Context: an optimization exercise on an open-source flow, tuned for small area, a short achievable clock period and few clock cycles. The choices shown serve that exercise and are no tape-out recipe. Function was not checked in any run shown here: the RTL went through the layout flow alone. Power and IR drop assume default switching activity.

==> flow/design.v <==
module hlfc_tx (
    input  wire        clk,
    input  wire        rst,
    input  wire        cmd_valid,
    output wire        cmd_ready,
    input  wire        cmd_write,
    input  wire [7:0]  cmd_unit,
    input  wire [3:0]  cmd_area,
    input  wire [7:0]  cmd_bank,
    input  wire [15:0] cmd_begin,
    input  wire [15:0] cmd_count,
    output wire        sts_valid,
    output wire [7:0]  sts_code,
    input  wire        wd_valid,
    output wire        wd_ready,
    input  wire [15:0] wd_data,
    output wire        tx_valid,
    input  wire        tx_ready,
    output wire [7:0]  tx_data,
    output wire        tx_last
);
    localparam [4:0] S_IDLE = 5'b000_00;
    localparam [4:0] S_AT   = 5'b000_01;    
    localparam [4:0] S_ATC  = 5'b100_01;    
    localparam [4:0] S_U1   = 5'b000_10;
    localparam [4:0] S_U0   = 5'b000_11;
    localparam [4:0] S_RW   = 5'b001_00;
    localparam [4:0] S_LET  = 5'b001_01;
    localparam [4:0] S_BK1  = 5'b001_10;
    localparam [4:0] S_BK0  = 5'b001_11;
    localparam [2:0] G_BG   = 3'b010;    
    localparam [2:0] G_DAT  = 3'b110;    
    localparam [2:0] G_CT   = 3'b011;    
    localparam [4:0] S_F1   = 5'b101_00;
    localparam [4:0] S_F0   = 5'b101_01;
    localparam [4:0] S_STAR = 5'b101_10;
    localparam [4:0] S_CR   = 5'b101_11;
    function [3:0] hexlo;
        input [3:0] x;
        hexlo = ({4{x == 4'd1}} & 4'd1)
            | ({4{x == 4'd2}} & 4'd2)
            | ({4{x == 4'd3}} & 4'd3)
            | ({4{x == 4'd4}} & 4'd4)
            | ({4{x == 4'd5}} & 4'd5)
            | ({4{x == 4'd6}} & 4'd6)
            | ({4{x == 4'd7}} & 4'd7)
            | ({4{x == 4'd8}} & 4'd8)
            | ({4{x == 4'd9}} & 4'd9)
            | ({4{x == 4'd10}} & 4'd1)
            | ({4{x == 4'd11}} & 4'd2)
            | ({4{x == 4'd12}} & 4'd3)
            | ({4{x == 4'd13}} & 4'd4)
            | ({4{x == 4'd14}} & 4'd5)
            | ({4{x == 4'd15}} & 4'd6);
    endfunction
    function [3:0] add3;
        input [3:0] d;
        input en;
        reg f;
        begin
            f = en & (d[3] | (d[2] & (d[1] | d[0])));
            add3[3] = f | d[3];
            add3[2] = f ? (d[3] & d[0]) : d[2];
            add3[1] = f ? (d[1] & d[0]) | (d[3] & ~d[0]) : d[1];
            add3[0] = f ? ~d[0] : d[0];
        end
    endfunction
    function begin_hi;       
        input [2:0] a;
        input [15:0] x;
        case (a)
            3'd0: begin_hi = (x[15:13] != 3'd0);
            3'd1: begin_hi = (x[15:8] != 8'd0);
            3'd2: begin_hi = (x[15:9] != 7'd0);
            3'd6: begin_hi = (x[15:10] != 6'd0);
            3'd5, 3'd7: begin_hi = (x[15:14] != 2'd0);
            default: begin_hi = (x[15:12] != 4'd0);
        endcase
    endfunction
    function begin_lo;       
        input [2:0] a;
        input [15:0] x;
        case (a)
            3'd0: begin_lo = x[12] & x[11];                           
            3'd1: begin_lo = x[7] & x[6] & (x[5] | x[4] | x[3]);       
            3'd6: begin_lo = x[9] & x[8] & x[7] & x[6];               
            3'd5, 3'd7: begin_lo = x[13] & (x[12] | x[11] |
                                   (x[10] & x[9] & x[8] & (x[7:4] != 4'd0)));    
            default: begin_lo = 1'b0;                                 
        endcase
    endfunction
    function count_hi;       
        input [2:0] a;
        input [15:0] x;
        case (a)
            3'd0: count_hi = (x[15:13] != 3'd0);
            3'd1: count_hi = (x[15:8] != 8'd0);
            3'd2, 3'd6: count_hi = (x[15:10] != 6'd0);
            3'd5, 3'd7: count_hi = (x[15:14] != 2'd0);
            default: count_hi = (x[15:12] != 4'd0);
        endcase
    endfunction
    function count_lo;       
        input [2:0] a;
        input [15:0] x;
        case (a)
            3'd0: count_lo = x[12] & x[11] & (x[10:0] != 11'd0);                  
            3'd1: count_lo = x[7] & x[6] & (x[5] | x[4] | (x[3] & (x[2:0] != 3'd0)));   
            3'd2: count_lo = x[9] & (x[8:0] != 9'd0);                            
            3'd6: count_lo = x[9] & x[8] & x[7] & x[6] & (x[5:0] != 6'd0);        
            3'd5, 3'd7: count_lo = x[13] & (x[12] | x[11] |
                                   (x[10] & x[9] & x[8] & (x[7:4] != 4'd0)));    
            default: count_lo = x[11] & (x[10:0] != 11'd0);                      
        endcase
    endfunction
    function [6:0] letter;
        input [2:0] x;
        letter = ({7{x == 3'd0}} & 7'd82)
            | ({7{x == 3'd1}} & 7'd76)
            | ({7{x == 3'd2}} & 7'd72)
            | ({7{x == 3'd3}} & 7'd67)
            | ({7{x == 3'd4}} & 7'd71)
            | ({7{x == 3'd5}} & 7'd68)
            | ({7{x == 3'd6}} & 7'd74)
            | ({7{x == 3'd7}} & 7'd69);
    endfunction
    function [5:0] unit_bcd;
        input [4:0] x;
        unit_bcd = ({6{x == 5'd1}} & 6'd1)
            | ({6{x == 5'd2}} & 6'd2)
            | ({6{x == 5'd3}} & 6'd3)
            | ({6{x == 5'd4}} & 6'd4)
            | ({6{x == 5'd5}} & 6'd5)
            | ({6{x == 5'd6}} & 6'd6)
            | ({6{x == 5'd7}} & 6'd7)
            | ({6{x == 5'd8}} & 6'd8)
            | ({6{x == 5'd9}} & 6'd9)
            | ({6{x == 5'd10}} & 6'd16)
            | ({6{x == 5'd11}} & 6'd17)
            | ({6{x == 5'd12}} & 6'd18)
            | ({6{x == 5'd13}} & 6'd19)
            | ({6{x == 5'd14}} & 6'd20)
            | ({6{x == 5'd15}} & 6'd21)
            | ({6{x == 5'd16}} & 6'd22)
            | ({6{x == 5'd17}} & 6'd23)
            | ({6{x == 5'd18}} & 6'd24)
            | ({6{x == 5'd19}} & 6'd25)
            | ({6{x == 5'd20}} & 6'd32)
            | ({6{x == 5'd21}} & 6'd33)
            | ({6{x == 5'd22}} & 6'd34)
            | ({6{x == 5'd23}} & 6'd35)
            | ({6{x == 5'd24}} & 6'd36)
            | ({6{x == 5'd25}} & 6'd37)
            | ({6{x == 5'd26}} & 6'd38)
            | ({6{x == 5'd27}} & 6'd39)
            | ({6{x == 5'd28}} & 6'd40)
            | ({6{x == 5'd29}} & 6'd41)
            | ({6{x == 5'd30}} & 6'd48)
            | ({6{x == 5'd31}} & 6'd49);
    endfunction
    reg        tx_v;
    reg [6:0]  tx_d;
    reg [7:0]  fcs;
    reg [4:0]  st;
    reg        last;
    reg [4:0]  fw;              
    reg [15:0] bg;              
    reg [15:0] ct;              
    reg [3:0]  pn;              
    reg        wfull;           
    reg        wrdy;
    reg [3:0]  scnt;            
    reg        bad, unk;
    reg        crdy;
    assign cmd_ready = crdy;
    assign sts_valid = crdy;
    assign sts_code  = {3'b000, unk | bad, 3'b000, unk};
    assign wd_ready  = wrdy;
    assign tx_valid  = tx_v;
    assign tx_data   = {1'b0, tx_d};
    assign tx_last   = ~(tx_d[6] | tx_d[5]);    
    wire s_idle = (scnt == 4'd0);
    wire s_done = (scnt == 4'd15);
    wire s_run  = !s_idle && !s_done;
    wire s_top  = (scnt == 4'd10);
    wire s_last = (scnt == 4'd1);
    reg bb, cb;
    reg [3:0] scnt_dec;
    always @(*) begin
        case (scnt)
            4'd10: begin bb = cmd_begin[9]; cb = cmd_count[9]; scnt_dec = 4'd9; end
            4'd9:  begin bb = cmd_begin[8]; cb = cmd_count[8]; scnt_dec = 4'd8; end
            4'd8:  begin bb = cmd_begin[7]; cb = cmd_count[7]; scnt_dec = 4'd7; end
            4'd7:  begin bb = cmd_begin[6]; cb = cmd_count[6]; scnt_dec = 4'd6; end
            4'd6:  begin bb = cmd_begin[5]; cb = cmd_count[5]; scnt_dec = 4'd5; end
            4'd5:  begin bb = cmd_begin[4]; cb = cmd_count[4]; scnt_dec = 4'd4; end
            4'd4:  begin bb = cmd_begin[3]; cb = cmd_count[3]; scnt_dec = 4'd3; end
            4'd3:  begin bb = cmd_begin[2]; cb = cmd_count[2]; scnt_dec = 4'd2; end
            4'd2:  begin bb = cmd_begin[1]; cb = cmd_count[1]; scnt_dec = 4'd1; end
            default: begin bb = cmd_begin[0]; cb = cmd_count[0]; scnt_dec = 4'd15; end
        endcase
    end
    wire chk = (scnt == 4'd10) ? begin_hi(cmd_area[2:0], cmd_begin) :
               (scnt == 4'd9)  ? begin_lo(cmd_area[2:0], cmd_begin) :
               (scnt == 4'd8)  ? count_hi(cmd_area[2:0], cmd_count) :
               (scnt == 4'd7)  ? count_lo(cmd_area[2:0], cmd_count) :
               (scnt == 4'd6)  ? (cmd_count == 16'd0) : 1'b0;
    wire rejected = unk | bad;
    wire [2:0] h_area = {wfull, bad, unk};
    wire take     = crdy;
    wire [4:0] stc = st;
    wire tx_free = ~tx_v | tx_ready;
    wire [5:0] ubcd = unit_bcd(fw);
    wire wr = ~last;                      
    wire [7:0] fcs_x = fcs ^ {1'b0, tx_d};
    wire cap_hit = (fw == 5'd1);    
    wire more = (ct[13:0] != 14'd1);
    wire freeq = (st == S_IDLE) ||
                 (last && ((st == {G_CT, 2'd3}) || (st == {G_DAT, 2'd3}) || (st[4:2] == 3'b101)));
    wire [1:0] ix = st[1:0];
    wire g_hdr0 = (st[4:2] == 3'b000);
    wire g_hdr1 = (st[4:2] == 3'b001);
    wire g_bgd  = (st[3:2] == 2'b10);           
    wire g_ct   = (st[4:2] == G_CT);
    wire g_dat  = (st[4:2] == G_DAT);
    wire g_bg   = (st[4:2] == G_BG);
    wire g_f    = (st[4:2] == 3'b101);
    wire g_dig  = g_bgd | g_ct;
    wire [3:0] nib =
          ({4{g_bgd & ix == 2'd0}} & bg[15:12])
        | ({4{g_bgd & ix == 2'd1}} & bg[11:8])
        | ({4{g_bgd & ix == 2'd2}} & bg[7:4])
        | ({4{g_ct  & ix == 2'd0}} & ct[15:12])
        | ({4{g_ct  & ix == 2'd1}} & ct[11:8])
        | ({4{g_ct  & ix == 2'd2}} & ct[7:4])
        | ({4{(g_dig | g_hdr1) & ix == 2'd3}} & pn)
        | ({4{g_hdr0 & ix == 2'd2}} & {2'b00, ubcd[5:4]})
        | ({4{g_hdr0 & ix == 2'd3}} & ubcd[3:0])
        | ({4{g_f & ix == 2'd0}} & fcs_x[7:4])
        | ({4{g_f & ix == 2'd1}} & fcs[3:0]);
    wire isnib = g_dig | (g_hdr0 & ix[1]) | (g_hdr1 & ix[1]) | (g_f & ~ix[1]);
    wire [6:0] cbyte =
          ({7{g_hdr0 | (st == S_ATC)}} & 7'h40)
        | ({7{g_hdr1 & ~ix[0]}} & (wr ? 7'h57 : 7'h52))
        | ({7{g_hdr1 &  ix[0]}} & letter(h_area))
        | ({7{g_f & ~ix[0]}} & 7'h2A)
        | ({7{g_f &  ix[0]}} & 7'h0D);
    wire have = !(st == S_IDLE) && !(g_dat && ix == 2'd0 && !wfull);
    wire fz = (st == S_AT) | (st == S_ATC);
    wire fx = !g_hdr0 & !(g_f & (ix != 2'd0)) | (st == S_U1) | (st == S_U0);
    reg [4:0] nst;
    always @(*) begin
        nst = {st[4:2], ix[1] ^ ix[0], ~ix[0]};
        case (st)
            S_AT:  nst = S_U1;
            S_ATC: nst = {G_DAT, 2'd0};
            S_U0:  nst = S_RW;
            S_LET: nst = (h_area == 3'd7) ? S_BK1 : {G_BG, 2'd0};
            S_BK0: nst = {G_BG, 2'd0};
            S_F0:  nst = last ? S_STAR : S_CR;
            S_CR:  nst = last ? S_IDLE : S_ATC;
            default: ;
        endcase
        if (g_bg && ix == 2'd3) nst = wr ? {G_DAT, 2'd0} : {G_CT, 2'd0};
        if (g_ct && ix == 2'd3) nst = S_F1;
        if (g_dat && ix == 2'd3 && !(last || cap_hit)) nst = {G_DAT, 2'd0};
        if (g_dat && ix == 2'd3 && (last || cap_hit)) nst = S_F1;
    end
    wire nib_af = nib[3] & (nib[2] | nib[1]);
    wire [6:0] nb = isnib ? {nib_af, ~nib_af, ~nib_af, hexlo(nib)} : cbyte;
    wire adv = tx_free & have;
    wire in_bgct = (stc[4:2] == G_BG) || (stc[4:2] == G_CT) || (stc[4:2] == G_DAT);
    wire at2  = in_bgct && (stc[1:0] == 2'd2);           
    wire at3  = (stc[4:2] == G_DAT) && (stc[1:0] == 2'd3);
    wire is_cr = (stc == S_CR);
    wire idle_next = adv ? (is_cr && last) : (stc == S_IDLE);
    wire wd_fire = wd_valid & wrdy;
    wire ready_pt = ((scnt == 4'd2) | s_last | s_done) & ~crdy;
    wire go = ready_pt & ~rejected & idle_next;
    always @(posedge clk) begin
        if (rst) begin
            st    <= S_IDLE;
            tx_v  <= 1'b0;
            wfull <= 1'b0;
            wrdy  <= 1'b0;
            scnt  <= 4'd0;
            crdy  <= 1'b0;
        end else begin
            if (tx_free)
                tx_v <= have;
            if (adv) begin
                tx_d <= nb;
                st   <= nst;
                if (fz) fcs <= 8'h00;
                else if (fx) fcs <= fcs_x;
                if (stc == S_RW) fw <= 5'd9;
                if (stc == S_ATC) fw <= 5'd2;
                if (at3) fw <= {fw[3:0], fw[4] ^ fw[2]};
                if (at2) begin
                    pn <= (stc[4:2] == G_CT) ? ct[3:0] : bg[3:0];
                    if (stc[4:2] == G_DAT) begin
                        last <= !more;
                        ct   <= {2'b00, ct[13:0] - 14'd1};
                    end
                end
            end
            if (go) begin
                st    <= S_AT;
                last  <= ~cmd_write;
                fw    <= cmd_unit[4:0];
                pn    <= cmd_bank[3:0];
            end
            if (wrdy)
                bg <= wd_data;
            if (wd_fire) begin
                wfull <= 1'b1;
                wrdy  <= 1'b0;
            end else if (adv && at2 && stc[4:2] != G_CT) begin
                wfull <= 1'b0;
                wrdy  <= (stc[4:2] == G_BG) ? wr : more;
            end
            crdy <= 1'b0;
            if (s_idle) begin
                if (cmd_valid && freeq)
                    scnt <= 4'd10;
                if (freeq) begin
                    unk     <= cmd_area[3];
                    bad     <= (cmd_unit[7:5] != 3'd0) || (cmd_begin[15:14] != 2'd0) ||
                               (cmd_count[15:14] != 2'd0) ||
                               (cmd_area[2:0] == 3'd7 && (cmd_bank[7:4] != 4'd0 ||
                                (cmd_bank[3] && cmd_bank[2] && (cmd_bank[1] || cmd_bank[0]))));
                    bg      <= {12'd0, cmd_begin[13:10]};
                    ct      <= {12'd0, cmd_count[13:10]};
                end
            end else if (s_run) begin
                bg <= {bg[14:12], add3(bg[11:8], 1'b1), add3(bg[7:4], 1'b1), add3(bg[3:0], 1'b1), bb};
                ct <= {ct[14:12], add3(ct[11:8], ~cmd_write), add3(ct[7:4], ~cmd_write),
                       add3(ct[3:0], ~cmd_write), cb};
                bad <= bad | chk;
                if (s_last) scnt <= 4'd15;
                else scnt <= scnt_dec;
            end
            if (take) begin
                scnt <= 4'd0;
                {wfull, bad, unk} <= cmd_area[2:0];
            end
            if (ready_pt)
                crdy <= rejected || idle_next;
        end
    end
endmodule
==> flow/flow/run.sh <==
#!/bin/bash
# Own layout flow: the standard ORFS flow (standard.sh), with these changes to
# how the layout is made:
#  - the port buffers that ORFS inserts on every input and output are buf_1 cells
#    instead of the default choice (a slow delay buffer);
#  - repair_timing (floorplan, CTS and global-route stages) works towards a setup
#    slack margin, so it sizes up the gates of paths that are far slower than they
#    need to be, and may size a cell to one with another footprint.
# The clock period, the SDC, synthesis, floorplan, power grid and tap cells are the
# standard flow's. Every tool's output goes to a log in this folder (and ORFS keeps
# its own per-step logs under orfs/logs).
set -euo pipefail
export BUFFER_PORTS_ARGS="-buffer_cell sky130_fd_sc_hd__buf_1"
export SETUP_SLACK_MARGIN="8.6"
bash standard.sh MATCH_CELL_FOOTPRINT=0 finish > standard_flow.log 2>&1
==> flow/standard.sh <==
#!/bin/bash
# synth_recipe.tcl (not shown) runs the flow's synth.tcl, then flattens the netlist and writes it again
# the make line also repeats each setting of config.mk as NAME=value (left out here)
make -C /OpenROAD-flow-scripts/flow DESIGN_CONFIG=/design/flow/config.mk WORK_HOME=/design/flow/orfs CLKGATE_MAP_FILE= SYNTH_SCRIPT=/design/flow/synth_recipe.tcl "${@:-finish}"
==> flow/config.mk <==
export PLATFORM = sky130hd
export DESIGN_NAME = hlfc_tx
export DESIGN_NICKNAME = hlfc_tx
export VERILOG_FILES = /design/flow/design.v
export SDC_FILE = /design/flow/constraint.sdc
export NUM_CORES = 4
export LEC_CHECK = 0
export CAP_MARGIN = 20
export CORE_MARGIN = 2
export CORE_UTILIZATION = 50
export CTS_BUF_LIST = sky130_fd_sc_hd__clkbuf_8
export SLEW_MARGIN = 20
==> flow/constraint.sdc <==
create_clock -name core_clock -period 12.0 [get_ports {clk}]
set_input_delay 2.4000 -clock core_clock [delete_from_list [all_inputs] [get_ports {clk}]]
set_output_delay 2.4000 -clock core_clock [all_outputs]
set_load 0.01 [all_outputs]
==> run notes, run 1 <==
==================================================================================================
Number of nets with antenna violations after routing                                             0
Layout cells sized above 1                                                                   12.5%
Normalized max-slew margin                                                                   22.4%
Storage cell area                                                                      0.00201 mm²
Number of antenna violations at the first check in global routing                                0
Met1 capacity usage during global routing                                                    42.1%
Largest vdd supply drop                                                                     153 µV
Count of filler cells inserted in the layout                                                  1117
Net count reported at finish                                                                   875
CTS Buf Count                                                                                    9
Master of the slowest instance on the critical path                                   sky130_fd_sc_hd__or4_1
Detailed-route vias per instance                                                              6.51
Post-Synthesis Cell Area                                                               0.00607 mm²
Number of distinct library cells after synthesis                                                81
Top cell family by delay on the critical path                                         simple AND/OR/NAND/NOR gates
Final worst path period need                                                               3900 ps
Worst Setup End Kind                                                                      register
Die ar.                                                                                 0.0130 mm²
Category of the critical setup timing path                                            input pin to register
CTS tree                                                                                     built
Stage delay of the slowest cell on the critical path                                        520 ps
Post-route setup slack                                                                     8100 ps
Grt met2 use                                                                                 46.0%
Number of buffer cells added on primary ports                                                   87
Number of antenna cells inserted                                                                 0
Via count of the first global-routing pass                                                    5700
Crit path buffers/inverters                                                                      1
Global-route wire length before repair                                                     30.5 mm
Worst slack at placement                                                                   7570 ps
Slew at the pin closest to its max-slew limit                                              1160 ps
Final hold violation count                                                                       0
Final routed DRC violation total                                                                 0
Sort of element at the start of the critical path                                        input pin
Total grt overflow                                                                               0
Sequence of cells on the critical path                                                buf_6 > or4_1 > a211o_1 > nand4_1 > a31oi_1 > or3_1 > o31a_1
Area of the multi-input gates                                                          0.00382 mm²
Result of the run                                                         timing/DRC/antenna clean
Die outline width                                                                           114 µm
Data required time at the worst endpoint                                                  12130 ps
Cell row count                                                                                  40
Sequential share of the synthesized area                                                     33.0%
Setup repair after global routing missed its margin                                            yes
Max Cap Viol                                                                                     0
Placer congestion estimate                                                                   0.964
Detailed-router iteration count before antenna repair                                            6
Worst min-delay path class                                                            register to register
Final wirelength                                                                           19.2 mm
Post-Route Skew                                                                            14.3 ps
Num Clock Sinks                                                                                 71
Power after layout                                                                         1.51 mW
Highest Clock Rate                                                                         257 MHz
Largest fanout on the critical path                                                             12
Initial cell density of the core                                                             50.9%
Average footprint of a synthesized cell                                                   8.31 µm²
Htree depth                                                                                      3
CP arrival                                                                                 4030 ps
Hold buffers post-CTS                                                                            0
Post-synth ARST share                                                                           0%
DRC marker count from the first detailed-route iteration                                       579
Most used flip-flop cell after synthesis                                              sky130_fd_sc_hd__edfxtp_1
Met3 Usage GRT                                                                               4.18%
Number of enable flip-flop cells after synthesis                                                58
Pin count of the biggest net entering global routing                                            36
Clock transition time at the flip-flop clock pins of the worst setup and hold paths          80 ps
Layout overhead on the synthesized area                                                      13.9%
Total global-route track usage                                                               29.8%
Period utilization                                                                           32.5%
Core outline area                                                                       0.0119 mm²
Clock Path Buffers                                                                               2
Die Span Y                                                                                  114 µm
P per Cell Area                                                                         219 mW/mm²
Fin util                                                                                     58.0%
Routed wirelength normalized by instance count                                             20.3 µm
Number of max-slew violations in the final report                                                0
Fin area                                                                               0.00691 mm²
Sum of negative setup slack                                                                   0 ps
Number of storage elements in the synthesis netlist                                             71
Number of setup violations in the final report                                                   0
I/O pin count                                                                                   95
Register-to-register path setup slack                                                      8830 ps
Detailed placer's ending HPWL                                                              13.5 mm
Placed standard-cell area                                                              0.00643 mm²
Master cell of the clock root buffer                                                  sky130_fd_sc_hd__clkbuf_8
Count of yosys warnings during synthesis                                                         1
Static leakage power                                                                       2.25 nW
Number of standard cells after synthesis                                                       730
Clk latency of the worst-skew pair                                                          370 ps
Vias after detailed routing                                                                   6163
Routing layer with the top usage in global route                                              met2
==================================================================================================
## final timing paths
kind | from | endpoint | depth (start not counted)
worst max-delay path | cmd_area[2] | bad | 7
worst min-delay path | crdy | scnt[0] | 1
worst max register to register | st[0] | ct[3] | 7
worst min register to register | crdy | scnt[0] | 1
## kinds of logic (layout without fill, tap and decap cells)
| group | Yosys count | after routing | share of synthesized area, % |
|---|---|---|---|
| AND/OR/NAND/NOR | 271 | 271 | 24.3 |
| AO/OA/AOI/OAI | 237 | 237 | 26.1 |
| buffers and inverters | 92 | 155 | 7.01 |
| flip-flops | 71 | 71 | 33.0 |
| multiplexers | 27 | 27 | 4.56 |
| XOR/XNOR | 23 | 23 | 3.32 |
| adder cells (fa/ha/maj) | 8 | 8 | 1.61 |
| other | 1 | 7 | 0.0618 |
## where the power goes
group | switching, mW | total, mW | internal, mW | leakage (nW)
clock network | 0.102 | 0.196 | 0.0945 | 0.0978
logic | 0.446 | 0.767 | 0.320 | 1.49
registers | 0.147 | 0.547 | 0.401 | 0.671
## per-stage QoR
step / std cells / hold WS, ps
floorplan: 736 / 481
global placement: 909 / 514
detailed placement: 909 / 526
CTS: 936 / 536
global route: 946 / 537
finish: 946 / 512
## placed cells by master, fill, tap and decap left out, types with 6 or more instances in the layout
master	n
sky130_fd_sc_hd__a211oi_1	14
sky130_fd_sc_hd__a21oi_1	51
sky130_fd_sc_hd__a22o_1	6
sky130_fd_sc_hd__a22oi_1	6
sky130_fd_sc_hd__a31oi_1	12
sky130_fd_sc_hd__and3b_1	7
sky130_fd_sc_hd__buf_1	78
sky130_fd_sc_hd__buf_4	24
sky130_fd_sc_hd__clkbuf_8	9
sky130_fd_sc_hd__conb_1	7
sky130_fd_sc_hd__dfxtp_1	12
sky130_fd_sc_hd__edfxtp_1	58
sky130_fd_sc_hd__ha_1	7
sky130_fd_sc_hd__inv_1	23
sky130_fd_sc_hd__mux2i_1	22
sky130_fd_sc_hd__nand2_1	50
sky130_fd_sc_hd__nand2b_1	12
sky130_fd_sc_hd__nand3_1	20
sky130_fd_sc_hd__nand3b_1	7
sky130_fd_sc_hd__nand4_1	10
sky130_fd_sc_hd__nor2_1	61
sky130_fd_sc_hd__nor2b_1	16
sky130_fd_sc_hd__nor3_1	20
sky130_fd_sc_hd__nor3b_1	7
sky130_fd_sc_hd__nor4_1	7
sky130_fd_sc_hd__o211ai_1	13
sky130_fd_sc_hd__o21ai_0	44
sky130_fd_sc_hd__o22ai_1	15
sky130_fd_sc_hd__o31a_1	6
sky130_fd_sc_hd__xnor2_1	16
sky130_fd_sc_hd__xor2_1	7
## synthesized netlist by cell type, drive strengths merged (5+ instances only)
library cell | count | area share (%)
nor4 | 11 | 1.5
mux2i | 22 | 3.6
a22oi | 6 | 0.74
buf | 32 | 3.3
nand2b | 13 | 1.3
nor3b | 8 | 0.99
nand3b | 7 | 0.87
clkbuf | 36 | 2.2
and3b | 7 | 1.0
and3 | 6 | 0.62
nor2b | 18 | 2.0
or3 | 6 | 0.70
a32oi | 5 | 0.72
nand2 | 52 | 3.2
o31a | 6 | 0.87
and2 | 5 | 0.52
a21oi | 53 | 4.4
nand4 | 11 | 1.2
a31oi | 13 | 1.3
a211oi | 15 | 1.9
o21ai | 49 | 4.0
a221oi | 5 | 0.72
o22ai | 15 | 1.5
inv | 24 | 1.5
a22o | 6 | 0.87
o211ai | 13 | 1.6
ha | 7 | 1.4
xnor2 | 16 | 2.3
edfxtp | 58 | 29
dfxtp | 13 | 4.3
nor3 | 23 | 1.9
mux2 | 5 | 0.93
nor2 | 64 | 4.0
xor2 | 7 | 1.0
nand3 | 23 | 1.9
## per-layer routing
layer,up-vias,routed length (µm)
li1,2892,-
met1,2943,8460
met2,281,8790
met3,47,1330
met4,0,640
met5,-,0
## sequential cells by signal, summed over array words and instances (netlist names)
register and cells:
fcs 7, fw 5, bad 1, wfull 1, ct 16, unk 1, crdy 1, wrdy 1
last 1, st 5, tx_d 7, scnt 4, tx_v 1, pn 4, bg 16
## what timing repair did
item | CTS | global route
gates resized for setup | 30 | 12
buffers inserted | 10 | 10
endpoints found under the setup margin | 65 | 28
pin swaps | 8 | 7
cloned | 1 | 0
hold endpoints to repair | 0 | 0
## area by class of cell
type | instances | share of cell area, %
repair buffers | 114 | 8.75
multi-input cells | 573 | 55.3
flip-flops and latches | 71 | 29.0
clock inverters | 7 | 0.960
inverters | 24 | 1.36
clock buffers | 9 | 1.79
well taps | 147 | 2.66
repair inverters | 1 | 0.109
==> run 2: changes to the inputs <==
--- a/flow/design.v
+++ b/flow/design.v
@@ -179,32 +179,35 @@
     assign tx_valid  = tx_v;
     assign tx_data   = {1'b0, tx_d};
     assign tx_last   = ~(tx_d[6] | tx_d[5]);    
-    wire s_idle = (scnt == 4'd0);
-    wire s_done = (scnt == 4'd15);
-    wire s_run  = !s_idle && !s_done;
-    wire s_top  = (scnt == 4'd10);
-    wire s_last = (scnt == 4'd1);
-    reg bb, cb;
-    reg [3:0] scnt_dec;
-    always @(*) begin
-        case (scnt)
-            4'd10: begin bb = cmd_begin[9]; cb = cmd_count[9]; scnt_dec = 4'd9; end
-            4'd9:  begin bb = cmd_begin[8]; cb = cmd_count[8]; scnt_dec = 4'd8; end
-            4'd8:  begin bb = cmd_begin[7]; cb = cmd_count[7]; scnt_dec = 4'd7; end
-            4'd7:  begin bb = cmd_begin[6]; cb = cmd_count[6]; scnt_dec = 4'd6; end
-            4'd6:  begin bb = cmd_begin[5]; cb = cmd_count[5]; scnt_dec = 4'd5; end
-            4'd5:  begin bb = cmd_begin[4]; cb = cmd_count[4]; scnt_dec = 4'd4; end
-            4'd4:  begin bb = cmd_begin[3]; cb = cmd_count[3]; scnt_dec = 4'd3; end
-            4'd3:  begin bb = cmd_begin[2]; cb = cmd_count[2]; scnt_dec = 4'd2; end
-            4'd2:  begin bb = cmd_begin[1]; cb = cmd_count[1]; scnt_dec = 4'd1; end
-            default: begin bb = cmd_begin[0]; cb = cmd_count[0]; scnt_dec = 4'd15; end
-        endcase
-    end
-    wire chk = (scnt == 4'd10) ? begin_hi(cmd_area[2:0], cmd_begin) :
-               (scnt == 4'd9)  ? begin_lo(cmd_area[2:0], cmd_begin) :
-               (scnt == 4'd8)  ? count_hi(cmd_area[2:0], cmd_count) :
-               (scnt == 4'd7)  ? count_lo(cmd_area[2:0], cmd_count) :
-               (scnt == 4'd6)  ? (cmd_count == 16'd0) : 1'b0;
+    wire s_idle  = (scnt == 4'd0);
+    wire s_chk   = (scnt[3:2] == 2'b11) | (scnt == 4'd11);
+    wire s_ready = (scnt == 4'd10);
+    wire s_conv  = !s_idle && (scnt <= 4'd9);
+    wire s_last  = (scnt == 4'd1);
+    wire chk = (scnt == 4'd15) ? begin_hi(cmd_area[2:0], cmd_begin) :
+               (scnt == 4'd14) ? begin_lo(cmd_area[2:0], cmd_begin) :
+               (scnt == 4'd13) ? count_hi(cmd_area[2:0], cmd_count) :
+               (scnt == 4'd12) ? count_lo(cmd_area[2:0], cmd_count) :
+               (scnt == 4'd11) ? (cmd_count == 16'd0) : 1'b0;
+    wire en_t = ~scnt[3];
+    wire en_h = (scnt[3:2] == 2'b00) | (scnt == 4'd4);
+    function [15:0] dd_step;
+        input [15:0] q;
+        input et, eh;
+        reg [3:0] o, t, h;
+        begin
+            o = add3({q[1:0], q[15:14]}, 1'b1);
+            t = add3(q[5:2], et);
+            h = add3(q[9:6], eh);
+            dd_step = {o[0], q[13:10], h, t, o[3:1]};
+        end
+    endfunction
+    function [15:0] pre4;
+        input [15:0] x;
+        pre4 = {x[11:0], 2'b00, x[13:12]};
+    endfunction
+    wire [13:0] wcnt = {ct[1:0], ct[15:14], ct[13:4]};
+    wire [13:0] wcnt_dec = wcnt - 14'd1;
     wire rejected = unk | bad;
     wire [2:0] h_area = {wfull, bad, unk};
     wire take     = crdy;
@@ -214,7 +217,7 @@
     wire wr = ~last;                      
     wire [7:0] fcs_x = fcs ^ {1'b0, tx_d};
     wire cap_hit = (fw == 5'd1);    
-    wire more = (ct[13:0] != 14'd1);
+    wire more = (wcnt != 14'd1);
     wire freeq = (st == S_IDLE) ||
                  (last && ((st == {G_CT, 2'd3}) || (st == {G_DAT, 2'd3}) || (st[4:2] == 3'b101)));
     wire [1:0] ix = st[1:0];
@@ -227,12 +230,12 @@
     wire g_f    = (st[4:2] == 3'b101);
     wire g_dig  = g_bgd | g_ct;
     wire [3:0] nib =
-          ({4{g_bgd & ix == 2'd0}} & bg[15:12])
-        | ({4{g_bgd & ix == 2'd1}} & bg[11:8])
-        | ({4{g_bgd & ix == 2'd2}} & bg[7:4])
-        | ({4{g_ct  & ix == 2'd0}} & ct[15:12])
-        | ({4{g_ct  & ix == 2'd1}} & ct[11:8])
-        | ({4{g_ct  & ix == 2'd2}} & ct[7:4])
+          ({4{g_bgd & ix == 2'd0}} & bg[13:10])
+        | ({4{g_bgd & ix == 2'd1}} & bg[9:6])
+        | ({4{g_bgd & ix == 2'd2}} & bg[5:2])
+        | ({4{g_ct  & ix == 2'd0}} & ct[13:10])
+        | ({4{g_ct  & ix == 2'd1}} & ct[9:6])
+        | ({4{g_ct  & ix == 2'd2}} & ct[5:2])
         | ({4{(g_dig | g_hdr1) & ix == 2'd3}} & pn)
         | ({4{g_hdr0 & ix == 2'd2}} & {2'b00, ubcd[5:4]})
         | ({4{g_hdr0 & ix == 2'd3}} & ubcd[3:0])
@@ -275,8 +278,10 @@
     wire is_cr = (stc == S_CR);
     wire idle_next = adv ? (is_cr && last) : (stc == S_IDLE);
     wire wd_fire = wd_valid & wrdy;
-    wire ready_pt = ((scnt == 4'd2) | s_last | s_done) & ~crdy;
-    wire go = ready_pt & ~rejected & idle_next;
+    wire ready_ok  = freeq & s_conv & (scnt <= 4'd6) & ~crdy;
+    wire ready_rej = s_ready & rejected & ~crdy;
+    wire hdr_busy  = (g_hdr0 & (st != S_IDLE)) | (st == S_RW) | (st == S_LET);
+    wire go = ready_ok & idle_next;
     always @(posedge clk) begin
         if (rst) begin
             st    <= S_IDLE;
@@ -297,10 +302,10 @@
                 if (stc == S_ATC) fw <= 5'd2;
                 if (at3) fw <= {fw[3:0], fw[4] ^ fw[2]};
                 if (at2) begin
-                    pn <= (stc[4:2] == G_CT) ? ct[3:0] : bg[3:0];
+                    pn <= (stc[4:2] == G_CT) ? {ct[1:0], ct[15:14]} : {bg[1:0], bg[15:14]};
                     if (stc[4:2] == G_DAT) begin
                         last <= !more;
-                        ct   <= {2'b00, ct[13:0] - 14'd1};
+                        {ct[1:0], ct[15:14], ct[13:4]} <= wcnt_dec;
                     end
                 end
             end
@@ -310,8 +315,8 @@
                 fw    <= cmd_unit[4:0];
                 pn    <= cmd_bank[3:0];
             end
-            if (wrdy)
-                bg <= wd_data;
+            if (wrdy)    
+                {bg[13:10], bg[9:6], bg[5:2], bg[1:0], bg[15:14]} <= wd_data;
             if (wd_fire) begin
                 wfull <= 1'b1;
                 wrdy  <= 1'b0;
@@ -319,33 +324,35 @@
                 wfull <= 1'b0;
                 wrdy  <= (stc[4:2] == G_BG) ? wr : more;
             end
-            crdy <= 1'b0;
+            crdy <= go | ready_rej;
             if (s_idle) begin
-                if (cmd_valid && freeq)
-                    scnt <= 4'd10;
-                if (freeq) begin
-                    unk     <= cmd_area[3];
-                    bad     <= (cmd_unit[7:5] != 3'd0) || (cmd_begin[15:14] != 2'd0) ||
-                               (cmd_count[15:14] != 2'd0) ||
-                               (cmd_area[2:0] == 3'd7 && (cmd_bank[7:4] != 4'd0 ||
-                                (cmd_bank[3] && cmd_bank[2] && (cmd_bank[1] || cmd_bank[0]))));
-                    bg      <= {12'd0, cmd_begin[13:10]};
-                    ct      <= {12'd0, cmd_count[13:10]};
+                if (!hdr_busy) begin
+                    unk <= cmd_area[3];
+                    bad <= (cmd_unit[7:5] != 3'd0) ||
+                           (cmd_area[2:0] == 3'd7 && (cmd_bank[7:4] != 4'd0 ||
+                            (cmd_bank[3] && cmd_bank[2] && (cmd_bank[1] || cmd_bank[0]))));
+                    if (cmd_valid) scnt <= 4'd15;
+                end
+            end else if (s_chk) begin
+                bad  <= bad | chk;
+                scnt <= scnt - 4'd1;
+            end else if (s_ready) begin
+                if (freeq && !rejected) begin
+                    bg   <= dd_step(pre4(cmd_begin), 1'b0, 1'b0);
+                    ct   <= cmd_write ? pre4(cmd_count) : dd_step(pre4(cmd_count), 1'b0, 1'b0);
+                    scnt <= 4'd9;
                 end
-            end else if (s_run) begin
-                bg <= {bg[14:12], add3(bg[11:8], 1'b1), add3(bg[7:4], 1'b1), add3(bg[3:0], 1'b1), bb};
-                ct <= {ct[14:12], add3(ct[11:8], ~cmd_write), add3(ct[7:4], ~cmd_write),
-                       add3(ct[3:0], ~cmd_write), cb};
-                bad <= bad | chk;
-                if (s_last) scnt <= 4'd15;
-                else scnt <= scnt_dec;
+            end else begin
+                bg <= dd_step(bg, en_t, en_h);
+                if (freeq ? !cmd_write : last)
+                    ct <= dd_step(ct, en_t, en_h);
+                if (s_last) scnt <= (freeq && !go) ? 4'd10 : 4'd0;
+                else scnt <= scnt - 4'd1;
             end
             if (take) begin
-                scnt <= 4'd0;
-                {wfull, bad, unk} <= cmd_area[2:0];
+                if (rejected) scnt <= 4'd0;
+                else {wfull, bad, unk} <= cmd_area[2:0];
             end
-            if (ready_pt)
-                crdy <= rejected || idle_next;
         end
     end
 endmodule
==> flow/flow/run.sh (replaced) <==
#!/bin/bash
# Own layout flow: the standard ORFS flow (standard.sh), with two changes to how
# the layout is made:
#  - the port buffers that ORFS inserts on every input and output are buf_2 cells
#    instead of the default choice (a slow delay buffer);
#  - repair_timing (floorplan, CTS and global-route stages) works towards a setup
#    slack margin, so it sizes up the gates of paths that are far slower than they
#    need to be.
# The clock period, the SDC, synthesis, floorplan, power grid and tap cells are the
# standard flow's. Every tool's output goes to a log in this folder (and ORFS keeps
# its own per-step logs under orfs/logs).
set -euo pipefail
export BUFFER_PORTS_ARGS="-buffer_cell sky130_fd_sc_hd__buf_2"
export SETUP_SLACK_MARGIN="${OWN_SETUP_MARGIN:-8.4}"
bash standard.sh > standard_flow.log 2>&1
==> run 2 against run 1 <==
Clock power barely moved. Worst setup slack improved by 250 ps. Cell count rose by 7.7%. First-iteration DRC count rose by 29%. Critical path depth did not move. Global-route usage rose by 0.80 points. Via count rose by 7.9%. Clock skew rose by 0.55 ps. Sequential power rose by 8.0%. Area after synthesis rose by 6.6%. Sequential share of layout area fell by 2.1 points. Synthesized cell count rose by 6.2%. Critical endpoint is now bad. Largest cell class unchanged. Highest routed layer unchanged.
==> run notes, run 2 <==
==================================================================================================
Number of nets with antenna violations after routing                                             0
Period utilization                                                                           30.4%
Final hold violation count                                                                       0
Worst Hold Launch                                                                             tx_v
Commonest non-fill, non-tap cells in the layout                                       sky130_fd_sc_hd__buf_2 (83), sky130_fd_sc_hd__nand2_1 (66), sky130_fd_sc_hd__nor2_1 (58), sky130_fd_sc_hd__edfxtp_1 (58), sky130_fd_sc_hd__o21ai_0 (57)
Worst Setup End Kind                                                                      register
Number of max-slew violations in the final report                                                0
Sum of negative setup slack                                                                   0 ps
Category of the critical setup timing path                                            input pin to register
Data required time at the worst endpoint                                                  12110 ps
Crit path buffers/inverters                                                                      1
Area fraction of the dominant cell type after synthesis                                      26.9%
Most instantiated cells after synthesis                                               sky130_fd_sc_hd__nand2_1 (66), sky130_fd_sc_hd__nor2_1 (63), sky130_fd_sc_hd__edfxtp_1 (58), sky130_fd_sc_hd__o21ai_0 (57), sky130_fd_sc_hd__a21oi_1 (54)
Layout cells sized above 1                                                                   23.1%
Number of storage elements in the synthesis netlist                                             71
Number of standard cells after synthesis                                                       775
Pin count of the biggest net entering global routing                                            33
Largest cells by area after synthesis                                                 sky130_fd_sc_hd__edfxtp_1 (27%), sky130_fd_sc_hd__o21ai_0 (4.4%), sky130_fd_sc_hd__a21oi_1 (4.2%), sky130_fd_sc_hd__dfxtp_1 (4.0%), sky130_fd_sc_hd__mux2i_1 (4.0%)
Number of distinct library cells after synthesis                                                88
Core outline area                                                                       0.0126 mm²
Fin Hold WS                                                                                 578 ps
Placer congestion estimate                                                                   0.903
Post-Synthesis Cell Area                                                               0.00647 mm²
Highest Clock Rate                                                                         274 MHz
Htree depth                                                                                      3
Register-to-register path setup slack                                                      8510 ps
Crit Reg-Reg Endpoint                                                                       ct[15]
Number of antenna violations at the first check in global routing                                0
Final wirelength                                                                           21.3 mm
Fin area                                                                               0.00743 mm²
Fin util                                                                                     58.9%
Sort of element at the start of the critical path                                        input pin
Detailed placer's ending HPWL                                                              15.6 mm
Largest fanout on the critical path                                                              4
Clock transition time at the flip-flop clock pins of the worst setup and hold paths          90 ps
Average footprint of a synthesized cell                                                   8.35 µm²
Count of filler cells inserted in the layout                                                  1210
Detailed-route vias per instance                                                              6.53
Die ar.                                                                                 0.0139 mm²
Most area-hungry cell type in the Yosys netlist                                       sky130_fd_sc_hd__edfxtp_1
Result of the run                                                         timing/DRC/antenna clean
Normalized max-slew margin                                                                   37.2%
Global-route wire length before repair                                                     33.8 mm
Master cell of the clock root buffer                                                  sky130_fd_sc_hd__clkbuf_8
Total global-route track usage                                                               30.6%
Num Clock Sinks                                                                                 71
Die outline width                                                                           118 µm
Master of the slowest instance on the critical path                                   sky130_fd_sc_hd__nor4_4
Via count of the first global-routing pass                                                    6231
Vias after detailed routing                                                                   6652
Sequential share of the synthesized area                                                     31.0%
Layout overhead on the synthesized area                                                      14.9%
Largest vdd supply drop                                                                    93.5 µV
Final worst path period need                                                               3650 ps
Clock Path Buffers                                                                               2
Power after layout                                                                         1.87 mW
Most numerous cell in the Yosys netlist                                               sky130_fd_sc_hd__nand2_1
Number of antenna cells inserted                                                                 0
Hold buffers post-CTS                                                                            0
Post-synth ARST share                                                                           0%
Commonest non-fill, non-tap cell in the layout                                        sky130_fd_sc_hd__buf_2
Cell depth of the worst min-delay path                                                           2
Storage cell area                                                                      0.00200 mm²
Most used flip-flop cell after synthesis                                              sky130_fd_sc_hd__edfxtp_1
CTS Buf Count                                                                                    9
Number of buffer cells added on primary ports                                                   87
Detailed-router iteration count before antenna repair                                            7
Total grt overflow                                                                               0
CP arrival                                                                                 3760 ps
Net count reported at finish                                                                   926
Static leakage power                                                                       2.72 nW
Slew at the pin closest to its max-slew limit                                               936 ps
Post-Route Skew                                                                            14.8 ps
FF-to-FF path depth                                                                              8
Number of enable flip-flop cells after synthesis                                                58
Placed standard-cell area                                                              0.00696 mm²
Worst reg2reg startpoint                                                                     st[0]
Count of yosys warnings during synthesis                                                         1
CTS tree                                                                                     built
Initial cell density of the core                                                             51.2%
Registers with the highest flip-flop counts                                           bg (16), ct (16)
End point of the most critical hold path                                                      tx_v
Routed wirelength normalized by instance count                                             20.9 µm
DRC marker count from the first detailed-route iteration                                       745
Cell row count                                                                                  41
Area of the multi-input gates                                                          0.00423 mm²
I/O pin count                                                                                   95
Sequence of cells on the critical path                                                buf_8 > nor4_4 > nand4_1 > a21oi_1 > a2111oi_2 > a211oi_2 > o221ai_1
P per Cell Area                                                                         251 mW/mm²
Die Span Y                                                                                  118 µm
Worst min-delay path class                                                            register to register
Final routed DRC violation total                                                                 0
Max Cap Viol                                                                                     0
Clk latency of the worst-skew pair                                                          380 ps
Number of setup violations in the final report                                                   0
Setup repair after global routing missed its margin                                            yes
Top cell family by delay on the critical path                                         compound AO/OA/AOI/OAI gates
Stage delay of the slowest cell on the critical path                                        410 ps
==================================================================================================
[run 2: per-stage QoR]
stage	cells	worst slack (ps)
after CTS	1013	8380
after floorplan	781	8190
after global routing	1019	8260
final	1019	8350
after global placement	983	7630
after detailed placement	983	7650
[run 2: cell families (layout without fill, tap and decap cells)]
logic type / count (synthesis) / count (layout) / share of synthesized area (%)
xor+xnor: 21 / 21 / 2.84
fa+ha+maj: 10 / 10 / 1.93
buf+inv: 93 / 159 / 6.69
mux: 32 / 32 / 5.07
compound gates: 278 / 278 / 29.9
other cells: 1 / 7 / 0.0580
simple gates: 269 / 269 / 22.5
flops: 71 / 71 / 31.0
[run 2: worst max-delay path by stage]
| stage | cells after the start | slack [ps] | endpoint | start |
|---|---|---|---|---|
| finish | 7 | 8350 | bad | cmd_count[2] |
| global route | 7 | 8260 | bad | cmd_area[2] |
| CTS | 7 | 8380 | bad | cmd_count[0] |
| detailed placement | 4 | 7650 | ct[15] | cmd_write |
| global placement | 4 | 7630 | ct[15] | cmd_write |
| floorplan | 8 | 8190 | bad | cmd_area[0] |
[run 2: power by group]
part           leakage (nW)  internal, mW  switching (mW)
registers             0.661         0.433           0.158
logic                  1.97         0.449           0.632
clock network        0.0888        0.0790           0.114
total                  2.72         0.961           0.904
[run 2: final cells by class]
| type | count | share of cell area, % |
|---|---|---|
| clock buffer | 9 | 1.67 |
| sequential | 71 | 26.9 |
| clock inverter | 7 | 0.825 |
| inverter | 27 | 1.41 |
| multi-input combinational | 617 | 57.0 |
| timing repair buffer | 116 | 9.28 |
| tap | 172 | 2.90 |
[run 2: per-layer routing]
layer  global-route usage, %  vias to the layer above  part of all wire, %
met1                    40.4                     3165                   42
met5                       0                        -                    0
met3                    6.06                       53                  7.0
li1                        -                     3087                    -
met4                    13.6                        0                  3.7
met2                    48.7                      347                   47
[run 2: what timing repair did]
item                       in CTS  in global routing
setup endpoints to repair      46                 46
setup buffers                  14                  6
gates resized for setup        17                 13
pin swaps                       8                  9
[run 2: tightest hold or removal path: stages, from the launching register on]
cell	delay (ps)
sky130_fd_sc_hd__dfxtp_1	350
sky130_fd_sc_hd__nand2b_4	110
sky130_fd_sc_hd__a21oi_1	70
==> run 3: changes to the inputs <==
--- a/flow/design.v
+++ b/flow/design.v
@@ -193,10 +193,10 @@
     wire en_h = (scnt[3:2] == 2'b00) | (scnt == 4'd4);
     function [15:0] dd_step;
         input [15:0] q;
-        input et, eh;
+        input eo, et, eh;
         reg [3:0] o, t, h;
         begin
-            o = add3({q[1:0], q[15:14]}, 1'b1);
+            o = add3({q[1:0], q[15:14]}, eo);
             t = add3(q[5:2], et);
             h = add3(q[9:6], eh);
             dd_step = {o[0], q[13:10], h, t, o[3:1]};
@@ -206,8 +206,9 @@
         input [15:0] x;
         pre4 = {x[11:0], 2'b00, x[13:12]};
     endfunction
-    wire [13:0] wcnt = {ct[1:0], ct[15:14], ct[13:4]};
+    wire [13:0] wcnt = {ct[11:0], ct[15:14]};
     wire [13:0] wcnt_dec = wcnt - 14'd1;
+    wire rd_conv = freeq ? !cmd_write : last;
     wire rejected = unk | bad;
     wire [2:0] h_area = {wfull, bad, unk};
     wire take     = crdy;
@@ -305,7 +306,7 @@
                     pn <= (stc[4:2] == G_CT) ? {ct[1:0], ct[15:14]} : {bg[1:0], bg[15:14]};
                     if (stc[4:2] == G_DAT) begin
                         last <= !more;
-                        {ct[1:0], ct[15:14], ct[13:4]} <= wcnt_dec;
+                        {ct[11:0], ct[15:14]} <= wcnt_dec;
                     end
                 end
             end
@@ -338,14 +339,13 @@
                 scnt <= scnt - 4'd1;
             end else if (s_ready) begin
                 if (freeq && !rejected) begin
-                    bg   <= dd_step(pre4(cmd_begin), 1'b0, 1'b0);
-                    ct   <= cmd_write ? pre4(cmd_count) : dd_step(pre4(cmd_count), 1'b0, 1'b0);
+                    bg   <= dd_step(pre4(cmd_begin), 1'b1, 1'b0, 1'b0);
+                    ct   <= dd_step(pre4(cmd_count), ~cmd_write, 1'b0, 1'b0);
                     scnt <= 4'd9;
                 end
             end else begin
-                bg <= dd_step(bg, en_t, en_h);
-                if (freeq ? !cmd_write : last)
-                    ct <= dd_step(ct, en_t, en_h);
+                bg <= dd_step(bg, 1'b1, en_t, en_h);
+                ct <= dd_step(ct, rd_conv, rd_conv & en_t, rd_conv & en_h);
                 if (s_last) scnt <= (freeq && !go) ? 4'd10 : 4'd0;
                 else scnt <= scnt - 4'd1;
             end
==> run 3 against run 2 <==
Worst hold slack better by 2.2 ps. Area after synthesis fell by 0.95%. Fmax down 3.9%. Clock power rose by 13%. Largest cell class unchanged. Highest routed layer unchanged.
==> run notes, run 3 <==
==================================================================================================
Proportion of synthesized area in mux cells                                                  4.41%
I/O pin count                                                                                   95
Clock Path Buffers                                                                               2
Grt met2 use                                                                                 52.0%
Number of distinct library cells after synthesis                                                83
Result of the run                                                         timing/DRC/antenna clean
Dominant cell type by count on the critical path                                      sky130_fd_sc_hd__or4_4
Post-synthesis adder-cell area fraction                                                      2.15%
Post-Synth Simple-Gate Area                                                                  26.0%
Met1 capacity usage during global routing                                                    44.2%
Num Clock Sinks                                                                                 71
DRC marker count from the first detailed-route iteration                                       883
Initial cell density of the core                                                             51.0%
Area fraction of the dominant cell type after synthesis                                      27.2%
Via count of the first global-routing pass                                                    6159
Synthesized-area fraction occupied by ao, oa, aoi and oai cells                              26.5%
Post-Route Skew                                                                            8.62 ps
Die outline width                                                                           117 µm
Sequence of cells on the critical path                                                buf_2 > or4_4 > or4_4 > a211oi_2 > nand4_1 > o211ai_1
Die Span Y                                                                                  117 µm
Worst min-delay path class                                                            register to register
CP arrival                                                                                 4000 ps
Layout cells sized above 1                                                                   18.5%
Registers with the highest flip-flop counts                                           bg (16), ct (16)
Final routed DRC violation total                                                                 0
Detailed-route vias per instance                                                              6.63
Htree depth                                                                                      3
Area share of xor/xnor cells in the synthesized design                                       3.14%
Detailed placer's ending HPWL                                                              16.5 mm
CTS Buf Count                                                                                    9
Number of nets with antenna violations after routing                                             0
Largest vdd supply drop                                                                     128 µV
Period utilization                                                                           31.6%
Cell row count                                                                                  41
Slew at the pin closest to its max-slew limit                                               980 ps
Crit Reg-Reg Endpoint                                                                        ct[0]
Master of the slowest instance on the critical path                                   sky130_fd_sc_hd__or4_4
Final wirelength                                                                           22.5 mm
Final hold violation count                                                                       0
Total global-route track usage                                                               32.7%
Core outline area                                                                       0.0126 mm²
Worst reg2reg startpoint                                                                     st[0]
Routed wirelength normalized by instance count                                             22.0 µm
Final worst path period need                                                               3800 ps
Post-synth ARST share                                                                           0%
Number of buffer cells added on primary ports                                                   87
Category of the critical setup timing path                                            input pin to register
Number of max-slew violations in the final report                                                0
Placer congestion estimate                                                                   0.981
Total grt overflow                                                                               0
Cell depth of the worst min-delay path                                                           2
Commonest non-fill, non-tap cell in the layout                                        sky130_fd_sc_hd__buf_2
Sum of negative setup slack                                                                   0 ps
Met3 Usage GRT                                                                               3.45%
Vias after detailed routing                                                                   6774
Count of filler cells inserted in the layout                                                  1215
Routing layer with the top usage in global route                                              met2
P per Cell Area                                                                         247 mW/mm²
Hold buffers post-CTS                                                                            0
Max Cap Viol                                                                                     0
Static leakage power                                                                       2.57 nW
Data required time at the worst endpoint                                                  12210 ps
Worst Setup End Kind                                                                      register
Setup repair after global routing missed its margin                                            yes
Sort of element at the start of the critical path                                        input pin
CTS tree                                                                                     built
Number of enable flip-flop cells after synthesis                                                58
Clock transition time at the flip-flop clock pins of the worst setup and hold paths          90 ps
Normalized max-slew margin                                                                   34.6%
Stage delay of the slowest cell on the critical path                                        550 ps
Die ar.                                                                                 0.0137 mm²
Pin count of the biggest net entering global routing                                            42
Average footprint of a synthesized cell                                                   8.07 µm²
Dominant combinational cell family by area after synthesis                            compound AO/OA/AOI/OAI gates
End point of the most critical hold path                                                    ct[13]
Number of antenna cells inserted                                                                 0
Count of yosys warnings during synthesis                                                         1
Number of standard cells after synthesis                                                       794
Worst Hold Launch                                                                           ct[12]
Clk latency of the worst-skew pair                                                          370 ps
Layout overhead on the synthesized area                                                      13.6%
Number of setup violations in the final report                                                   0
Most area-hungry cell type in the Yosys netlist                                       sky130_fd_sc_hd__edfxtp_1
Most numerous cell in the Yosys netlist                                               sky130_fd_sc_hd__nand2_1
Number of antenna violations at the first check in global routing                                0
Net count reported at finish                                                                   930
Fin Hold WS                                                                                 581 ps
Sequential share of the synthesized area                                                     31.3%
Global-route wire length before repair                                                     34.0 mm
Most used flip-flop cell after synthesis                                              sky130_fd_sc_hd__edfxtp_1
Most instantiated cells after synthesis                                               sky130_fd_sc_hd__nand2_1 (78), sky130_fd_sc_hd__nor2_1 (76), sky130_fd_sc_hd__edfxtp_1 (58), sky130_fd_sc_hd__o21ai_0 (51), sky130_fd_sc_hd__clkbuf_1 (48)
Largest cells by area after synthesis                                                 sky130_fd_sc_hd__edfxtp_1 (27%), sky130_fd_sc_hd__nand2_1 (4.6%), sky130_fd_sc_hd__nor2_1 (4.5%), sky130_fd_sc_hd__dfxtp_1 (4.1%), sky130_fd_sc_hd__mux2i_1 (4.1%)
Master cell of the clock root buffer                                                  sky130_fd_sc_hd__clkbuf_8
Register-to-register path setup slack                                                      8550 ps
Commonest non-fill, non-tap cells in the layout                                       sky130_fd_sc_hd__buf_2 (86), sky130_fd_sc_hd__nand2_1 (78), sky130_fd_sc_hd__nor2_1 (75)
Number of storage elements in the synthesis netlist                                             71
Detailed-router iteration count before antenna repair                                            6
Largest fanout on the critical path                                                              4
Highest Clock Rate                                                                         263 MHz
FF-to-FF path depth                                                                              8
Post-Synthesis Cell Area                                                               0.00641 mm²
==================================================================================================
-- run 3: routing by layer --
| metal | routed length [µm] | part of all wire [%] |
|---|---|---|
| met5 | 0 | 0 |
| met4 | 945 | 4.2 |
| met3 | 1590 | 7.1 |
| met2 | 10500 | 47 |
| met1 | 9490 | 42 |
-- run 3: through the flow --
stage          worst slack (ps)  instance area [µm²]  std cells  utilization, %  total power, mW
2_1_floorplan              8050                 6530        800               -             1.23
3_3_place_gp               7850                 6920        997            55.1             1.49
3_5_place_dp               7800                 6920        997            55.1             1.52
4_1_cts                    8230                 7220       1019            57.4             1.76
5_1_grt                    8130                 7280       1022            57.9             1.91
6_report                   8200                 7280       1022            57.9             1.80
-- run 3: timing repair --
| item | CTS | global route |
|---|---|---|
| buffers inserted | 5 | 3 |
| endpoints found under the setup margin | 59 | 18 |
| pin swaps | 2 | 3 |
| cloned | 1 | 0 |
| gates resized for setup | 9 | 8 |
-- run 3: how the worst max path moves through the flow --
stage	startpoint	slack, ps	endpoint	depth (start not counted)
5_1_grt	cmd_count[12]	8130	bad	7
3_5_place_dp	cmd_count[12]	7800	bad	7
2_1_floorplan	cmd_count[5]	8050	bad	5
3_3_place_gp	cmd_count[12]	7850	bad	7
4_1_cts	cmd_count[5]	8230	bad	6
6_report	cmd_count[5]	8200	bad	6
-- run 3: area by class of cell --
class	instances	area [µm²]	area share (%)
Clock buffer	9	124	1.70
Multi-Input combinational cell	635	4180	57.4
Clock inverter	7	88.8	1.22
Timing Repair inverter	1	7.51	0.103
Sequential cell	71	2010	27.6
Tap cell	172	215	2.96
Inverter	23	90.1	1.24
Timing Repair Buffer	104	569	7.82
-- run 3: kinds of logic (layout without fill, tap and decap cells) --
kind of cell,Yosys count,count (layout)
adder cells (fa/ha/maj),11,11
buffers and inverters,94,144
AO/OA/AOI/OAI,247,247
flip-flops,71,71
other,1,7
AND/OR/NAND/NOR,319,319
XOR/XNOR,23,23
multiplexers,28,28
-- run 3: where the power goes --
part	internal, mW	switching [mW]
Combinational	0.383	0.590
Sequential	0.427	0.176
Clock	0.116	0.103
Total	0.926	0.869
-- run 3: worst max-delay path: cells and delay by family --
| family | cells | cell delay, ps |
|---|---|---|
| AO/OA/AOI/OAI | 2 | 310 |
| AND/OR/NAND/NOR | 3 | 1160 |
| buffers and inverters | 1 | 130 |
==> run 4: changes to the inputs <==
--- a/flow/design.v
+++ b/flow/design.v
@@ -170,11 +170,13 @@
     reg        wfull;           
     reg        wrdy;
     reg [3:0]  scnt;            
-    reg        bad, unk;
+    reg        bad, unk;        
+    reg [2:0]  c_area;          
+    reg        c_write;
     reg        crdy;
     assign cmd_ready = crdy;
     assign sts_valid = crdy;
-    assign sts_code  = {3'b000, unk | bad, 3'b000, unk};
+    assign sts_code  = {3'b000, bad, 3'b000, unk};
     assign wd_ready  = wrdy;
     assign tx_valid  = tx_v;
     assign tx_data   = {1'b0, tx_d};
@@ -184,10 +186,10 @@
     wire s_ready = (scnt == 4'd10);
     wire s_conv  = !s_idle && (scnt <= 4'd9);
     wire s_last  = (scnt == 4'd1);
-    wire chk = (scnt == 4'd15) ? begin_hi(cmd_area[2:0], cmd_begin) :
-               (scnt == 4'd14) ? begin_lo(cmd_area[2:0], cmd_begin) :
-               (scnt == 4'd13) ? count_hi(cmd_area[2:0], cmd_count) :
-               (scnt == 4'd12) ? count_lo(cmd_area[2:0], cmd_count) :
+    wire chk = (scnt == 4'd15) ? begin_hi(c_area, cmd_begin) :
+               (scnt == 4'd14) ? begin_lo(c_area, cmd_begin) :
+               (scnt == 4'd13) ? count_hi(c_area, cmd_count) :
+               (scnt == 4'd12) ? count_lo(c_area, cmd_count) :
                (scnt == 4'd11) ? (cmd_count == 16'd0) : 1'b0;
     wire en_t = ~scnt[3];
     wire en_h = (scnt[3:2] == 2'b00) | (scnt == 4'd4);
@@ -208,9 +210,7 @@
     endfunction
     wire [13:0] wcnt = {ct[11:0], ct[15:14]};
     wire [13:0] wcnt_dec = wcnt - 14'd1;
-    wire rd_conv = freeq ? !cmd_write : last;
-    wire rejected = unk | bad;
-    wire [2:0] h_area = {wfull, bad, unk};
+    wire rejected = bad;
     wire take     = crdy;
     wire [4:0] stc = st;
     wire tx_free = ~tx_v | tx_ready;
@@ -246,7 +246,7 @@
     wire [6:0] cbyte =
           ({7{g_hdr0 | (st == S_ATC)}} & 7'h40)
         | ({7{g_hdr1 & ~ix[0]}} & (wr ? 7'h57 : 7'h52))
-        | ({7{g_hdr1 &  ix[0]}} & letter(h_area))
+        | ({7{g_hdr1 &  ix[0]}} & letter(c_area))
         | ({7{g_f & ~ix[0]}} & 7'h2A)
         | ({7{g_f &  ix[0]}} & 7'h0D);
     wire have = !(st == S_IDLE) && !(g_dat && ix == 2'd0 && !wfull);
@@ -259,7 +259,7 @@
             S_AT:  nst = S_U1;
             S_ATC: nst = {G_DAT, 2'd0};
             S_U0:  nst = S_RW;
-            S_LET: nst = (h_area == 3'd7) ? S_BK1 : {G_BG, 2'd0};
+            S_LET: nst = (c_area == 3'd7) ? S_BK1 : {G_BG, 2'd0};
             S_BK0: nst = {G_BG, 2'd0};
             S_F0:  nst = last ? S_STAR : S_CR;
             S_CR:  nst = last ? S_IDLE : S_ATC;
@@ -312,7 +312,7 @@
             end
             if (go) begin
                 st    <= S_AT;
-                last  <= ~cmd_write;
+                last  <= ~c_write;
                 fw    <= cmd_unit[4:0];
                 pn    <= cmd_bank[3:0];
             end
@@ -328,8 +328,10 @@
             crdy <= go | ready_rej;
             if (s_idle) begin
                 if (!hdr_busy) begin
+                    c_area  <= cmd_area[2:0];
+                    c_write <= cmd_write;
                     unk <= cmd_area[3];
-                    bad <= (cmd_unit[7:5] != 3'd0) ||
+                    bad <= cmd_area[3] || (cmd_unit[7:5] != 3'd0) ||
                            (cmd_area[2:0] == 3'd7 && (cmd_bank[7:4] != 4'd0 ||
                             (cmd_bank[3] && cmd_bank[2] && (cmd_bank[1] || cmd_bank[0]))));
                     if (cmd_valid) scnt <= 4'd15;
@@ -340,18 +342,17 @@
             end else if (s_ready) begin
                 if (freeq && !rejected) begin
                     bg   <= dd_step(pre4(cmd_begin), 1'b1, 1'b0, 1'b0);
-                    ct   <= dd_step(pre4(cmd_count), ~cmd_write, 1'b0, 1'b0);
+                    ct   <= dd_step(pre4(cmd_count), ~c_write, 1'b0, 1'b0);
                     scnt <= 4'd9;
                 end
             end else begin
                 bg <= dd_step(bg, 1'b1, en_t, en_h);
-                ct <= dd_step(ct, rd_conv, rd_conv & en_t, rd_conv & en_h);
+                ct <= dd_step(ct, ~c_write, ~c_write & en_t, ~c_write & en_h);
                 if (s_last) scnt <= (freeq && !go) ? 4'd10 : 4'd0;
                 else scnt <= scnt - 4'd1;
             end
             if (take) begin
                 if (rejected) scnt <= 4'd0;
-                else {wfull, bad, unk} <= cmd_area[2:0];
             end
         end
     end
==> run 4 against run 3 <==
First-iteration DRC count rose by 13%. Combinational power decreased by 4.2%. Via count decreased by 4.8%. Sequential share of layout area is 2.6 points higher. Total power grew 0.18%. Critical endpoint is now bad. Largest power group unchanged. Highest routed layer unchanged.
==> run notes, run 4 <==
==================================================================================================
Result of the run                                                         timing/DRC/antenna clean
Global-route wire length before repair                                                     32.6 mm
Clock Path Buffers                                                                               2
Clock transition time at the flip-flop clock pins of the worst setup and hold paths          90 ps
Commonest non-fill, non-tap cells in the layout                                       sky130_fd_sc_hd__buf_2 (86), sky130_fd_sc_hd__nor2_1 (76), sky130_fd_sc_hd__nand2_1 (69)
Power after layout                                                                         1.80 mW
Period utilization                                                                           34.3%
Fin util                                                                                     58.1%
Number of nets with antenna violations after routing                                             0
Number of storage elements in the synthesis netlist                                             75
Most area-hungry cell type in the Yosys netlist                                       sky130_fd_sc_hd__edfxtp_1
Post-Synthesis Cell Area                                                               0.00624 mm²
Placer congestion estimate                                                                   0.974
Die ar.                                                                                 0.0134 mm²
Number of standard cells after synthesis                                                       756
Post-Route Skew                                                                            6.83 ps
Final routed DRC violation total                                                                 0
Number of buffer cells added on primary ports                                                   87
Final wirelength                                                                           21.9 mm
Count of yosys warnings during synthesis                                                         1
Worst min-delay path class                                                            register to register
Layout overhead on the synthesized area                                                      12.9%
Largest fanout on the critical path                                                              3
Worst Hold Launch                                                                             tx_v
Number of max-slew violations in the final report                                                0
Largest cells by area after synthesis                                                 sky130_fd_sc_hd__edfxtp_1 (30%), sky130_fd_sc_hd__nor2_1 (4.8%), sky130_fd_sc_hd__a21oi_1 (4.3%), sky130_fd_sc_hd__dfxtp_1 (4.2%), sky130_fd_sc_hd__o21ai_0 (4.2%)
Cell depth of the worst min-delay path                                                           2
Count of filler cells inserted in the layout                                                  1131
Area fraction of the dominant cell type after synthesis                                      29.8%
Worst reg2reg startpoint                                                                     st[0]
Number of enable flip-flop cells after synthesis                                                62
Sequence of cells on the critical path                                                buf_6 > or3_1 > or2_4 > o311ai_2 > a21oi_1 > or4_4 > a31oi_1 > o22ai_1
Post-synth ARST share                                                                           0%
Stage delay of the slowest cell on the critical path                                        510 ps
Sequential share of the synthesized area                                                     34.0%
FF-to-FF path depth                                                                              8
Sequential cell fraction of total power                                                      35.2%
Sw Ratio                                                                                     48.6%
Most used flip-flop cell after synthesis                                              sky130_fd_sc_hd__edfxtp_1
Hold buffers post-CTS                                                                            0
Normalized max-slew margin                                                                   32.5%
Most numerous cell in the Yosys netlist                                               sky130_fd_sc_hd__nor2_1
Internal power                                                                            0.923 mW
CTS tree                                                                                     built
Total grt overflow                                                                               0
Layout cells sized above 1                                                                   20.0%
Pin count of the biggest net entering global routing                                            39
Net count reported at finish                                                                   891
Registers with the highest flip-flop counts                                           bg (16), ct (16)
Detailed-router iteration count before antenna repair                                            6
Max Cap Viol                                                                                     0
Static leakage power                                                                       2.51 nW
Number of antenna cells inserted                                                                 0
DRC marker count from the first detailed-route iteration                                      1001
Beginning of the critical path                                                        cmd_count[0]
Setup repair after global routing missed its margin                                            yes
Final worst path period need                                                               4110 ps
Crit Reg-Reg Endpoint                                                                       ct[10]
CTS Buf Count                                                                                    9
P per Cell Area                                                                         255 mW/mm²
Master cell of the clock root buffer                                                  sky130_fd_sc_hd__clkbuf_8
I/O pin count                                                                                   95
Die Span Y                                                                                  116 µm
Commonest non-fill, non-tap cell in the layout                                        sky130_fd_sc_hd__buf_2
Average footprint of a synthesized cell                                                   8.25 µm²
Data required time at the worst endpoint                                                  12110 ps
Sum of negative setup slack                                                                   0 ps
Category of the critical setup timing path                                            input pin to register
Detailed placer's ending HPWL                                                              15.7 mm
Via count of the first global-routing pass                                                    5870
Number of setup violations in the final report                                                   0
==================================================================================================
run 4: logic make-up (layout without fill, tap and decap cells):
family	Yosys count	in the layout	share of synthesized area, %
xor+xnor	21	21	2.95
simple gates	293	294	24.3
other cells	1	7	0.0601
buf+inv	85	133	6.24
flops	75	75	34.0
mux	20	20	3.21
compound gates	249	249	26.9
fa+ha+maj	12	12	2.37
run 4: timing repair:
action                     CTS  global route
setup endpoints to repair   36            29
cloned                       0             1
pin swaps                    7             3
resized for setup            8             5
buffers inserted             2             3
run 4: per-stage QoR:
stage / instance area (µm²) / std cells / setup slack, ps
2_1_floorplan: 6340 / 762 / 7720
3_3_place_gp: 6700 / 957 / 7470
3_5_place_dp: 6700 / 957 / 7440
4_1_cts: 6980 / 975 / 7900
5_1_grt: 7040 / 979 / 7890
6_report: 7040 / 979 / 7890
run 4: worst reg2reg max path: cells and delay by family (launching register included):
| kind | cells | cell delay [ps] |
|---|---|---|
| flops | 1 | 410 |
| buf+inv | 1 | 250 |
| compound gates | 3 | 840 |
| simple gates | 3 | 1150 |
| fa+ha+maj | 1 | 460 |
run 4: final cells by class:
class / instances / area, µm² / share of cell area [%]
Multi-Input combinational cell: 603 / 3870 / 55.0
Sequential cell: 75 / 2120 / 30.1
Clock inverter: 7 / 100 / 1.42
Tap cell: 168 / 210 / 2.99
Inverter: 18 / 67.6 / 0.959
Timing Repair Buffer: 99 / 544 / 7.73
Clock buffer: 9 / 124 / 1.76
run 4: worst max-delay path by stage:
stage	to	slack, ps	cells past startpoint
finish	bad	7890	8
global route	bad	7890	8
CTS	bad	7900	8
detailed placement	bad	7440	8
global placement	bad	7470	8
floorplan	bad	7720	7
run 4: power by group through the flow:
stage / sequential (mW) / combinational (mW) / clock (mW)
after floorplan: 0.526 / 0.727 / 0
after global placement: 0.628 / 0.861 / 0
after detailed placement: 0.632 / 0.881 / 0
after CTS: 0.626 / 0.899 / 0.234
after global routing: 0.650 / 1.01 / 0.241
final: 0.633 / 0.932 / 0.233
run 4: metal layers:
| layer | share of wire, % | vias up | global-route usage [%] | wire length (µm) |
|---|---|---|---|---|
| met5 | 0 | - | 0 | 0 |
| li1 | - | 2956 | - | - |
| met4 | 2.4 | 0 | 10.6 | 525 |
| met3 | 11 | 41 | 5.28 | 2370 |
| met1 | 44 | 3020 | 47.3 | 9600 |
| met2 | 43 | 435 | 48.3 | 9400 |

## re-timing with driven ports
The results above use ideal ports. As a check the final layouts listed here were re-extracted and re-timed, cells and wires unchanged. Step 1 sets driving cells, clkbuf_16 on the clock port and buf_2 on the other inputs (assumed; they add their load-dependent delay and slew). Step 2 moves the port delays by t, midway between the first and last clock arrival at a register: inputs arrive t later, outputs are due t later. That takes back most of the time a late clock gives input paths. a / b / c = ideal / step 1 / step 2; a / b = the first two.
run | t, ns | setup WS [ns] | slew at the worst register clock pin (ns) | cell pins on the clock port's net
run 1 | 0.402 | 8.104 / 8.109 / 7.707 | 0.08 / 0.08 | 1
run 2 | 0.415 | 8.353 / 8.349 / 7.933 | 0.10 / 0.10 | 1
run 3 | 0.402 | 8.205 / 8.224 / 7.821 | 0.09 / 0.09 | 1
run 4 | 0.411 | 7.889 / 7.895 / 7.483 | 0.09 / 0.09 | 1
After both steps setup and hold are still met in every run listed. For run 2, which loses most, drivers alone change the setup slack by -0.004 ns; drivers and shift together by -0.420 ns.
